This design comes from an exercise in tuning for small area and a short achievable clock period on the open sky130 flow, not from production work. RTL that was checked went through simulation tests only; none was proved equivalent to the original. Power figures rest on the tool's default switching activity, not on a simulated workload.

== v6 ==
==> flow/design.v <==
module k2mix_rxdec (
    input  wire        clk,
    input  wire        rst,         
    input  wire        in_valid,
    input  wire [7:0]  in_byte,
    input  wire        in_last,
    output reg         out_valid,
    output reg  [2:0]  out_st,
    output reg  [7:0]  out_cmd,
    output reg  [7:0]  out_plen,
    output reg  [2:0]  out_kind,
    output reg  [7:0]  out_node,
    output reg  [31:0] out_val
);
    localparam [7:0] START_BYTE            = 8'h02;
    localparam [7:0] STOP_BYTE             = 8'h03;
    localparam [7:0] CMD_GET_VALUES        = 8'h04;
    localparam [7:0] CMD_SET_DUTY          = 8'h05;
    localparam [7:0] CMD_SET_CURRENT       = 8'h06;
    localparam [7:0] CMD_SET_CURRENT_BRAKE = 8'h07;
    localparam [7:0] CMD_FORWARD           = 8'h22;
    localparam [2:0] ST_OK    = 3'd1;
    localparam [2:0] ST_SHORT = 3'd2;
    localparam [2:0] ST_START = 3'd3;
    localparam [2:0] ST_LEN   = 3'd4;
    localparam [2:0] ST_SIZE  = 3'd5;
    localparam [2:0] ST_STOP  = 3'd6;
    localparam [2:0] ST_CRC   = 3'd7;
    localparam [2:0] K_RAW = 3'd0, K_DUTY = 3'd1, K_CURRENT = 3'd2,
                     K_BRAKE = 3'd3, K_GETVALUES = 3'd4, K_ROUTED = 3'd5;
    localparam [8:0] POS0 = 9'd508;
    reg  [8:0]  pos;
    reg  [15:0] crc;
    reg         b0ok;       
    reg         p2is5;      
    wire [15:0] crc_nx;
    wire [7:0]  cx = crc[15:8] ^ in_byte;
    wire [7:0]  cy = cx ^ {4'd0, cx[7:4]};
    assign crc_nx = {crc[7:0], 8'd0} ^ {cy[3:0], 12'd0} ^ {3'd0, cy, 5'd0} ^ {8'd0, cy};
    wire at0 = (pos == POS0);
    wire at1 = (pos == POS0 + 9'd1);
    wire at2 = (pos == POS0 + 9'd2);
    wire at3 = (pos == POS0 + 9'd3);
    wire at4 = (pos == 9'd0);
    wire l5  = (out_plen == 8'd5);
    wire l7  = (out_plen == 8'd7);
    wire l1  = (out_plen == 8'd1);
    wire val_sh = (l5 & (at3 | (pos <= 9'd2))) | (l7 & (pos >= 9'd1) & (pos <= 9'd4));
    wire short_c = (pos[8] & pos[7]) | at4;
    wire size_ok = (pos == {1'b0, out_plen});
    reg  [2:0] st_pre;      
    always @(*) begin
        if (short_c)                st_pre = ST_SHORT;
        else if (!b0ok)             st_pre = ST_START;
        else if (out_plen == 8'd0)  st_pre = ST_LEN;
        else if (!size_ok)          st_pre = ST_SIZE;
        else if (crc != 16'd0)      st_pre = ST_CRC;
        else                        st_pre = ST_OK;
    end
    reg  [2:0] st_r;
    reg        stop_ok;
    reg        fin;         
    wire [2:0] st = ((st_r == ST_OK || st_r == ST_CRC) && !stop_ok) ? ST_STOP : st_r;
    wire ok = (st == ST_OK);
    reg [2:0] kind;
    always @(*) begin
        if (l5 && out_cmd == CMD_SET_DUTY)                 kind = K_DUTY;
        else if (l5 && out_cmd == CMD_SET_CURRENT)         kind = K_CURRENT;
        else if (l5 && out_cmd == CMD_SET_CURRENT_BRAKE)   kind = K_BRAKE;
        else if (l1 && out_cmd == CMD_GET_VALUES)          kind = K_GETVALUES;
        else if (l7 && out_cmd == CMD_FORWARD && p2is5)    kind = K_ROUTED;
        else                                               kind = K_RAW;
    end
    wire has_val = (kind == K_DUTY) | (kind == K_CURRENT) | (kind == K_BRAKE) | (kind == K_ROUTED);
    wire last = in_valid & in_last;
    always @(posedge clk) begin
        if (rst) begin
            pos       <= POS0;
            fin       <= 1'b0;
            out_valid <= 1'b0;
        end else begin
            fin       <= last;
            out_valid <= fin;
            if (in_valid) begin
                if (in_last)
                    pos <= POS0;
                else if (!(pos[8] & !pos[7]))
                    pos <= pos + 9'd1;
            end
        end
    end
    always @(posedge clk) begin
        st_r     <= st_pre;
        stop_ok  <= (in_byte == STOP_BYTE);
        out_st   <= st;
        out_kind <= ok ? kind : K_RAW;
    end
    always @(posedge clk) begin
        if (in_valid) begin
            crc <= (at0 | at1) ? 16'd0 : crc_nx;
            if (at0) b0ok  <= (in_byte == START_BYTE);
            if (at4) p2is5 <= (in_byte == CMD_SET_DUTY);
        end
        if (fin) begin
            if (!ok) out_cmd  <= 8'd0;
            if (!ok) out_plen <= 8'd0;
            if (!(ok && kind == K_ROUTED)) out_node <= 8'd0;
            if (!(ok && has_val)) out_val <= 32'd0;
        end
        if (in_valid) begin
            if (at1) out_plen <= in_byte;
            if (at2) out_cmd  <= in_byte;
            if (at3) out_node <= in_byte;
            if (val_sh) out_val <= {out_val[23:0], in_byte};
        end
    end
endmodule
clock: 10.0 ns
lec_check: 0
cap_margin: 20
core_margin: 2
core_utilization: 40
place_density: 0.6
slew_margin: 20
standard.sh (not shown) runs the stock make flow with config.mk's settings and CLKGATE_MAP_FILE= SYNTH_SCRIPT=/design/flow/synth_recipe.tcl, a recipe that flattens the netlist after the stock synthesis.
==> flow/flow/run.sh <==
#!/bin/bash
# The standard layout, with the port buffers made of the smallest
# buffer (buf_1) instead of the one buffer_ports picks by default.
set -euo pipefail
bash standard.sh 'BUFFER_PORTS_ARGS=-buffer_cell sky130_fd_sc_hd__buf_1' finish > standard_flow.log 2>&1
Input-level comparison between v7 and v6:
==> flow/flow/run.sh <==
#!/bin/bash
set -euo pipefail
bash standard.sh 'BUFFER_PORTS_ARGS=-buffer_cell sky130_fd_sc_hd__buf_1' SETUP_SLACK_MARGIN=7.2 finish > standard_flow.log 2>&1
[summary]
- Higher global-route wire length before repair was reported by v7, not v6.
- v7 ended up with more standard cells than v6.
- Setup slack in v7 is 0.65 ns above v6.
- Delta (v7 minus v6): met1 demand-to-capacity share in global routing higher, highest clock rate up 21%, post-layout minimum cycle time shrank by 0.65 ns.
- Wire: v7 routes more than v6
- v7 vs v6: total length of routed met3 wires up by more than half
No run of this note included a check of the RTL's function; only the layout flow was run.

---

== run A ==
Another version of the RTL of k2mix_rxdec (not shown whole).
Size: ~320 cells after synthesis, ~75 I/O pins, about 4200 µm² of cells after synthesis.
clock: 10.0 ns
lec_check: 0
cap_margin: 20
core_margin: 2
core_utilization: 70
place_density: 0.8
slew_margin: 20
==> flow/flow/run.sh <==
#!/bin/bash
# The standard layout, with the port buffers made of the smallest
# buffer (buf_1) instead of the one buffer_ports picks by default.
set -euo pipefail
bash standard.sh 'BUFFER_PORTS_ARGS=-buffer_cell sky130_fd_sc_hd__buf_1' finish > standard_flow.log 2>&1
Run A finished every stage and its layout cleared the timing, design-rule and antenna checks.
Input-level comparison between run B and run A:
# run A
export LEC_CHECK = 0
export CAP_MARGIN = 20
export CORE_MARGIN = 2
export CORE_UTILIZATION = 70
export PLACE_DENSITY = 0.8
export SLEW_MARGIN = 20
create_clock -name core_clock -period 10.0 [get_ports {clk}]
# run B
export LEC_CHECK = 0
export CAP_MARGIN = 20
export CORE_MARGIN = 2
export CORE_UTILIZATION = 40
export CTS_CLUSTER_DIAMETER = 150
export CTS_CLUSTER_SIZE = 50
export PLACE_DENSITY = 0.6
export SLEW_MARGIN = 20
create_clock -name core_clock -period 10.0 [get_ports {clk}]
Comparing run A and run B, the higher register-to-register path setup slack was measured on run B.
Status: final clock period utilization by the worst path parity (run A, run B)
Route | run B vs run A | wire shorter in run B
Worst-skew pair later-pin latency essentially unchanged between run A and run B.
Changes observed in run B relative to run A: final cell count without fillers picked up an extra about 13%, clock skew neither gained nor lost much, internal portion of total power picked up an extra 2.8%.
Vias: run B fewer than run A
Input-level comparison between run C and run B:
# run B
export LEC_CHECK = 0
export CAP_MARGIN = 20
export CORE_MARGIN = 2
export CORE_UTILIZATION = 40
export CTS_CLUSTER_DIAMETER = 150
export CTS_CLUSTER_SIZE = 50
export PLACE_DENSITY = 0.6
export SLEW_MARGIN = 20
create_clock -name core_clock -period 10.0 [get_ports {clk}]
# run C
export LEC_CHECK = 0
export CAP_MARGIN = 20
export CORE_MARGIN = 2
export CORE_UTILIZATION = 40
export PLACE_DENSITY = 0.6
export SLEW_MARGIN = 20
create_clock -name core_clock -period 10.0 [get_ports {clk}]
==> flow/flow/run.sh <==
#!/bin/bash
# The standard layout, with the port buffers made of the smallest
# buffer (buf_1) instead of the one buffer_ports picks by default.
set -euo pipefail
bash standard.sh 'BUFFER_PORTS_ARGS=-buffer_cell sky130_fd_sc_hd__buf_1' SETUP_SLACK_MARGIN=7.5 finish > standard_flow.log 2>&1
### Flow results
- [run C vs run B] via count: higher in run C
- Run C has more setup slack than run B.
- Looking at clock network fraction of total power, run C sits 1.2 points below run B.
- The count of plain and timing-repair buffers number comes out higher for run C vs run B.
- Run C: met2 track demand over resource in global routing lower than run B
- Total power after layout: run C and run B compared, higher one is run B
- When run C is set beside run B, its leakage power total turns out to be about 15% larger.
Input-level comparison between run D and run C:
==> flow/flow/run.sh <==
#!/bin/bash
# The standard layout, with the port buffers made of the smallest
# buffer (buf_1) instead of the one buffer_ports picks by default.
set -euo pipefail
bash standard.sh 'BUFFER_PORTS_ARGS=-buffer_cell sky130_fd_sc_hd__buf_1' SETUP_SLACK_MARGIN=7.2 finish > standard_flow.log 2>&1
Notes after the runs:
Run D finished end to end and its layout was clean on timing, DRC and antenna. Compared with run C, in run D wire length reported by the detailed router increased by about 3.7% relative to the old numbers; share of power burned in combinational logic closely matched the old numbers; share of the clock period used by the worst path closely matched the old numbers; combinational gate power decreased by about 0.7% relative to the old numbers. Delta (run D minus run C): post-layout total power now smaller, global-route track usage on met1 now smaller, maximum clock path buffer count comparable.
Edits applied to the flow inputs when going from run D to run E:
==> flow/flow/run.sh <==
#!/bin/bash
# The standard layout, with the port buffers made of the smallest
# buffer (buf_1) instead of the one buffer_ports picks by default.
set -euo pipefail
bash standard.sh 'BUFFER_PORTS_ARGS=-buffer_cell sky130_fd_sc_hd__buf_1' finish > standard_flow.log 2>&1
[summary]
From run E to run D, floorplan core area did not move at all.
Between run D and run E, final cell count decreased.
The lower fraction of standard cell area that is sequential of run D and run E is in run D.
Run E: full flow OK, the timing, design-rule and antenna checks passed
Run E vs run D, non-clock buffer count went down by 20.
Comparing run D and run E, the lower post-detailed-placement half-perimeter wirelength was measured on run D.
Summary of run E over run D: last weighted congestion value of the routability-driven placer -1.0%, synthesized cell count ~0 delta, post-CTS setup-driven buffer insertion count -13.

## port drivers added, routing unchanged
No port has a modelled driver above. Below, the same layouts with a new extraction and two added sets of constraints.
Step 1 (the two cells are an assumption about what drives the block):
set clk [get_ports {clk}]
set_driving_cell -lib_cell sky130_fd_sc_hd__clkbuf_16 $clk
set_driving_cell -lib_cell sky130_fd_sc_hd__buf_2 [delete_from_list [all_inputs] $clk]
Step 2, shift: input delay + t, output delay - t, t = (earliest + latest rising clock arrival at the registers) / 2. This alone moves slack from input paths to output paths.
Three values: ideal, step 1, step 2; two values: the first two.
run | t (ns) | setup WS [ns] | clock arrival spread, ns | worst register clock-pin slew, ns | worst slew at a driven data input, ns
v6 | 0.399 | 6.215 / 6.225 / 5.825 | 0.017 / 0.017 | 0.11 / 0.11 | 0.04
v7 | 0.404 | 6.861 / 6.845 / 6.440 | 0.015 / 0.015 | 0.11 / 0.11 | 0.05
run A | 0.397 | 6.895 / 6.862 / 7.173 | 0.015 / 0.015 | 0.11 / 0.11 | 0.03
run B | 0.390 | 6.905 / 6.873 / 7.224 | 0.012 / 0.013 | 0.09 / 0.09 | 0.03
run C | 0.384 | 7.038 / 7.007 / 7.335 | 0.013 / 0.012 | 0.10 / 0.10 | 0.03
run D | 0.399 | 7.032 / 7.000 / 7.184 | 0.018 / 0.018 | 0.10 / 0.10 | 0.03
run E | 0.390 | 6.905 / 6.873 / 7.224 | 0.012 / 0.013 | 0.09 / 0.09 | 0.03
After both steps setup and hold are still met in every run listed. The setup slack of v7, which loses most, moves by -0.016 ns with the drivers and by -0.421 ns with both steps.
